What follows belongs to an exercise in optimizing a design on an open flow for small area, a short achievable clock period and few clock cycles per item; a production flow would make more cautious choices.
Function was checked by simulation only, so behaviour that the tests miss may differ from the original.

===== design.v =====
module re_dist (
    input  wire        clk,
    input  wire        rst,
    input  wire        start,
    input  wire        mode,
    input  wire [39:0] a,
    input  wire [39:0] b,
    input  wire [39:0] c,
    input  wire [39:0] d,
    input  wire [39:0] rx_time,
    output wire        ready,
    output reg         done,
    output reg         ok,
    output reg  [63:0] tof,
    output reg  [63:0] dist_mm
);
    localparam [28:0] SPEED_OF_LIGHT = 29'd299792458;
    localparam [41:0] DIV_MM         = 42'd64000000;
    localparam [2:0] S_IDLE = 3'd0,
                     S_MUL1 = 3'd1,
                     S_MUL2 = 3'd2,
                     S_CHK  = 3'd3,
                     S_DIV1 = 3'd4,
                     S_MULC = 3'd5,
                     S_DIV2 = 3'd6;
    reg [2:0]  state;
    reg [39:0] prt, rrt, prep, rrep;
    reg [63:0] p1, p2;
    reg        ovf;
    reg [63:0] num;       
    reg [41:0] den;       
    reg [41:0] rem;       
    reg [5:0]  cnt;
    assign ready = (state == S_IDLE);
    wire [39:0] mul_x = (state == S_MUL1) ? prt : prep;
    wire [39:0] mul_y = (state == S_MUL1) ? rrt : rrep;
    wire [79:0] prod  = mul_x * mul_y;
    wire [41:0] sum = {2'b00, prt} + {2'b00, rrt} + {2'b00, prep} + {2'b00, rrep};
    wire [42:0] trial   = {rem, num[63]} - {1'b0, den};
    wire        q_bit   = ~trial[42];
    wire [41:0] rem_nxt = q_bit ? trial[41:0] : {rem[40:0], num[63]};
    wire [63:0] num_nxt = {num[62:0], q_bit};
    wire [92:0] mc = num * SPEED_OF_LIGHT;
    always @(posedge clk) begin
        if (rst) begin
            state <= S_IDLE;
            done  <= 1'b0;
            ok    <= 1'b0;
        end else begin
            done <= 1'b0;
            case (state)
                S_IDLE: begin
                    if (start) begin
                        if (mode) begin
                            prep <= a;
                            prt  <= b;
                            rrt  <= rx_time - c;
                            rrep <= d;
                        end else begin
                            prt  <= a;
                            rrt  <= b;
                            prep <= c;
                            rrep <= d;
                        end
                        state <= S_MUL1;
                    end
                end
                S_MUL1: begin
                    p1    <= prod[63:0];
                    ovf   <= |prod[79:64];
                    state <= S_MUL2;
                end
                S_MUL2: begin
                    p2    <= prod[63:0];
                    ovf   <= ovf | (|prod[79:64]);
                    state <= S_CHK;
                end
                S_CHK: begin
                    if (ovf || sum == 42'd0 || p1 < p2) begin
                        ok    <= 1'b0;
                        done  <= 1'b1;
                        state <= S_IDLE;
                    end else begin
                        num   <= p1 - p2;
                        den   <= sum;
                        rem   <= 42'd0;
                        cnt   <= 6'd63;
                        state <= S_DIV1;
                    end
                end
                S_DIV1: begin
                    rem <= rem_nxt;
                    num <= num_nxt;
                    cnt <= cnt - 6'd1;
                    if (cnt == 6'd0) begin
                        tof   <= num_nxt;
                        num   <= num_nxt;
                        state <= S_MULC;
                    end
                end
                S_MULC: begin
                    if (|mc[92:64]) begin
                        ok    <= 1'b0;
                        done  <= 1'b1;
                        state <= S_IDLE;
                    end else begin
                        num   <= mc[63:0];
                        den   <= DIV_MM;
                        rem   <= 42'd0;
                        cnt   <= 6'd63;
                        state <= S_DIV2;
                    end
                end
                S_DIV2: begin
                    rem <= rem_nxt;
                    num <= num_nxt;
                    cnt <= cnt - 6'd1;
                    if (cnt == 6'd0) begin
                        dist_mm  <= num_nxt;
                        ok    <= 1'b1;
                        done  <= 1'b1;
                        state <= S_IDLE;
                    end
                end
                default: state <= S_IDLE;
            endcase
        end
    end
endmodule

===== run.sh =====
#!/bin/bash
# synth_recipe.tcl (not shown) runs the flow's synth.tcl, then flattens the netlist and writes it again
# the make line also repeats each setting of config.mk as NAME=value (left out here)
make -C /OpenROAD-flow-scripts/flow DESIGN_CONFIG=/design/flow/config.mk WORK_HOME=/design/flow/orfs CLKGATE_MAP_FILE= SYNTH_SCRIPT=/design/flow/synth_recipe.tcl finish

===== config.mk =====
export PLATFORM = sky130hd
export DESIGN_NAME = re_dist
export DESIGN_NICKNAME = re_dist
export VERILOG_FILES = /design/flow/design.v
export SDC_FILE = /design/flow/constraint.sdc
export NUM_CORES = 4
export LEC_CHECK = 0
export CAP_MARGIN = 20
export CORE_MARGIN = 2
export CORE_UTILIZATION = 40
export PLACE_DENSITY = 0.6
export SLEW_MARGIN = 20

===== constraint.sdc =====
create_clock -name core_clock -period 12.0 [get_ports {clk}]
set_input_delay 2.4000 -clock core_clock [delete_from_list [all_inputs] [get_ports {clk}]]
set_output_delay 2.4000 -clock core_clock [all_outputs]
set_load 0.01 [all_outputs]

==> summary.txt <==
## stage by stage
| stage | hold WS, ps |
|---|---|
| after global placement | 492 |
| after CTS | 521 |
| after global routing | 573 |
| final | 528 |
| after floorplan | 527 |
| after detailed placement | 493 |
## path summary, 6_finish.rpt
check | slack (ps) | cells past startpoint | to
worst max-delay path | 680 | 36 | ovf
worst min-delay path | 530 | 2 | ok
worst min register to register | 530 | 2 | ok
worst max register to register | 680 | 36 | ovf
## flip-flops by register name (all words and copies together), names as in the netlist
signal and flops:
rrt 40, state 3, rem 42, cnt 6, rrep 40, den 42, p2 64, num 64
prt 40, tof 64, p1 64, done 1, ovf 1, dist_mm 64, prep 40, ok 1
## logic make-up (layout without fill, tap and decap cells)
family / count (synthesis) / after routing / synth area share (%)
xor+xnor: 296 / 296 / 2.32
compound gates: 1335 / 1335 / 7.63
flops: 576 / 576 / 15.4
buf+inv: 3161 / 3424 / 10.7
other cells: 0 / 9 / 0
mux: 268 / 268 / 2.57
simple gates: 2748 / 2748 / 10.4
fa+ha+maj: 3205 / 3205 / 50.9
## cell type report
class | instances | area (um^2) | share of cell area [%]
Tap cell | 3724 | 4660 | 3.79
Inverter | 2736 | 10300 | 8.36
Sequential cell | 576 | 17200 | 14.0
Multi-Input combinational cell | 7852 | 83100 | 67.6
Timing Repair Buffer | 560 | 5150 | 4.20
Clock buffer | 79 | 1830 | 1.49
Antenna cell | 9 | 22.5 | 0.0183
Clock inverter | 49 | 554 | 0.451
## per-layer routing
| metal | track usage (%) | vias to the layer above | routed length [um] |
|---|---|---|---|
| met2 | 43.7 | 3166 | 177000 |
| met1 | 35.0 | 41900 | 154000 |
| li1 | - | 36400 | - |
| met5 | 0 | - | 61 |
| met3 | 4.71 | 690 | 27700 |
| met4 | 12.3 | 8 | 20700 |
## critical path: cells and delay by family, from the launching register on
family	cells	cell delay, ps
adders and majority gates	9	4480
muxes	1	760
and+or+nand+nor	5	780
buffers and inverters	10	1720
DFF	1	290
AOI/OAI and AO/OA	11	2900
## cell usage after synthesis, types with 53 or more instances
| cell | instances | area, um^2 |
|---|---|---|
| sky130_fd_sc_hd__inv_1 | 2735 | 10300 |
| sky130_fd_sc_hd__fa_1 | 2248 | 45000 |
| sky130_fd_sc_hd__nand2_1 | 1223 | 4590 |
| sky130_fd_sc_hd__nor2_1 | 975 | 3660 |
| sky130_fd_sc_hd__ha_1 | 957 | 12000 |
| sky130_fd_sc_hd__edfxtp_1 | 571 | 17100 |
| sky130_fd_sc_hd__a21oi_1 | 388 | 1940 |
| sky130_fd_sc_hd__clkbuf_1 | 359 | 1350 |
| sky130_fd_sc_hd__o21ai_0 | 300 | 1500 |
| sky130_fd_sc_hd__a21o_1 | 177 | 1330 |
| sky130_fd_sc_hd__xnor2_1 | 167 | 1460 |
| sky130_fd_sc_hd__mux2_2 | 150 | 1690 |
| sky130_fd_sc_hd__xor2_1 | 128 | 1120 |
| sky130_fd_sc_hd__mux2i_1 | 116 | 1160 |
| sky130_fd_sc_hd__nand3_1 | 98 | 490 |
| sky130_fd_sc_hd__nand4_1 | 75 | 469 |
| sky130_fd_sc_hd__nor3_1 | 65 | 325 |
| sky130_fd_sc_hd__nand2b_1 | 55 | 344 |
| sky130_fd_sc_hd__o21a_1 | 53 | 398 |
## cell usage in the layout, fill, tap and decap left out, drive strengths merged, types with 128 or more instances in the layout
master	count
nor2	975
buf	226
mux2	152
o21ai	316
xor2	128
inv	2743
nand2	1224
fa	2248
a21oi	391
xnor2	168
clkdlybuf4s50	333
edfxtp	571
a21o	177
ha	957
==> parameters.txt <==
Parameter                              Value

Global routing
  Wire length of the first global-routing pass    566,000 um
  All-Layer GR Usage    26.9%
  Via count of the first global-routing pass    86,600
  Number of antenna violations at the first check in global routing    17
  Pin count of the biggest net entering global routing    132
  GR Overflow Total    0

Setup path
  CP max FO    40
  Cell repeated most along the worst path    sky130_fd_sc_hd__fa_1
  Endpoint class of the critical path    register
  Critical path's largest stage delay    760 ps
  CP arrival    11,750 ps
  Startpoint types    register
  Worst Path Class, Setup    reg2reg
  Required time worst endpoint    12,430 ps
  Worst setup path startpoint    state[1]
  Startpoint of the lowest-slack register-to-register path    state[1]
  Max stage delay cell, worst path    sky130_fd_sc_hd__mux2_2

Place
  IO buf count    334
  Gp weighted congestion    1.02
  Area after DPL    120,000 um^2
  Place WS    907 ps
  HPWL after DPL    321,000 um
  Placed cell count    15,400

Final layout
  Non-Filler Cell Area, Final    123,000 um^2
  Layout-stage area growth over the synthesis result    9.74%
  Post-layout instance count excluding filler cells    15,600
  Number of fillers in the final layout    27,100
  Share of final-layout standard cells stronger than drive strength 1    5.22%
  Fin util    44.0%
  Post-layout net count    15,200

Clock network
  Number of buffers added by the clock tree synthesis step    71
  Number of post-CTS setup repair buffers    0
  TritonCTS clock tree    done
  CTS H-tree lvls    3
  Later-pin clock latency in the skew report    710 ps
  Cell chosen for the clock root    sky130_fd_sc_hd__clkbuf_16
  TritonCTS Sinks    576
  Count of hold buffers inserted by post-cts repair    0
  Number of buffers between clock root and the deepest sink    3
  Clock slew seen by the registers of the worst setup and hold paths    60 ps
  Number of resized instances in the post-cts repair step    0

Timing
  Number of hold violations in the final report    0
  Final Setup Violations    0
  Worst Max-Slew Pin Slew    1220 ps
  Final critical-path share of the clock period    94.3%
  Timing-limited maximum frequency    88.4 MHz
  Final critical delay including setup and external delays    11,320 ps
  Setup total negative slack    0 ps
  Final worst setup slack    683 ps
  Unrepaired setup endpoints after global routing    no
  Worst max-slew margin expressed relative to the limit    17.3%
  Count of pins over their slew limit    0
  Worst setup skew after layout    32.1 ps

Die
  Die W    533 um
  Number of placement rows    194
  Floorplan die area    284,000 um^2
  Vertical die dimension    533 um
  Starting density of the core    40.1%
  Area of the core region    279,000 um^2
  I/O pin total    335

Yosys
  Number of synthesis warnings    1
  Number of unique standard cell types used by synthesis    107
  Flip-flop cell with the highest count after synthesis    sky130_fd_sc_hd__edfxtp_1
  Area of the mapped netlist    112,000 um^2
  Share of flip-flops with an asynchronous set or reset    0%
  Number of synthesized flops with an enable pin    571
  Sequential share of the synthesized area    15.4%
  Synth Register Bits    576
  Post-synthesis net count    15,000
  Mean cell area of the mapped netlist    9.66 um^2
  Mapped Cells    11,600

Routing
  Post-route ant nets    0
  Vias per std cell    5.27
  DRC    0
  Via count    82,100
  Wire length after detailed routing    379,000 um
  Number of design-rule violations left by the first detailed-router iteration    6,386
  First-pass detailed-route iteration total    6
  Average routed wire per standard cell    24.3 um

Min path
  Kind of path behind the tightest hold check    reg2reg
  Beginning of the worst hold path    ok

Run status
  Run status    complete, no violations

Run
  Number of violations of the max-capacitance limit    0
Testbench counts, summed over its fixed seeds: cycles 42,560, items 320.

[afterwards: timing with drivers on the ports]
In the flow no input, the clock included, has a driving cell. The finished layout below was timed again as built, in two steps. Step 1, drivers: a clkbuf_16 drives clk and a buf_2 each remaining input, both assumed. Step 2 moves the port delays by t, midway between the first and last clock arrival at a register: inputs arrive t later, outputs are due t later. That takes back most of the time a late clock gives input paths. a / b / c = ideal / step 1 / step 2; a / b = the first two.
shift t [ns]: 0.798
setup WS [ns]: 0.683 / 0.683 / 0.683
clock arrival spread, ns: 0.032 / 0.032
slew at the worst register clock pin (ns): 0.07 / 0.07
After both steps this run still meets setup and hold. The setup slack of this run moves by 0.000 ns with the drivers and by 0.000 ns with both steps.
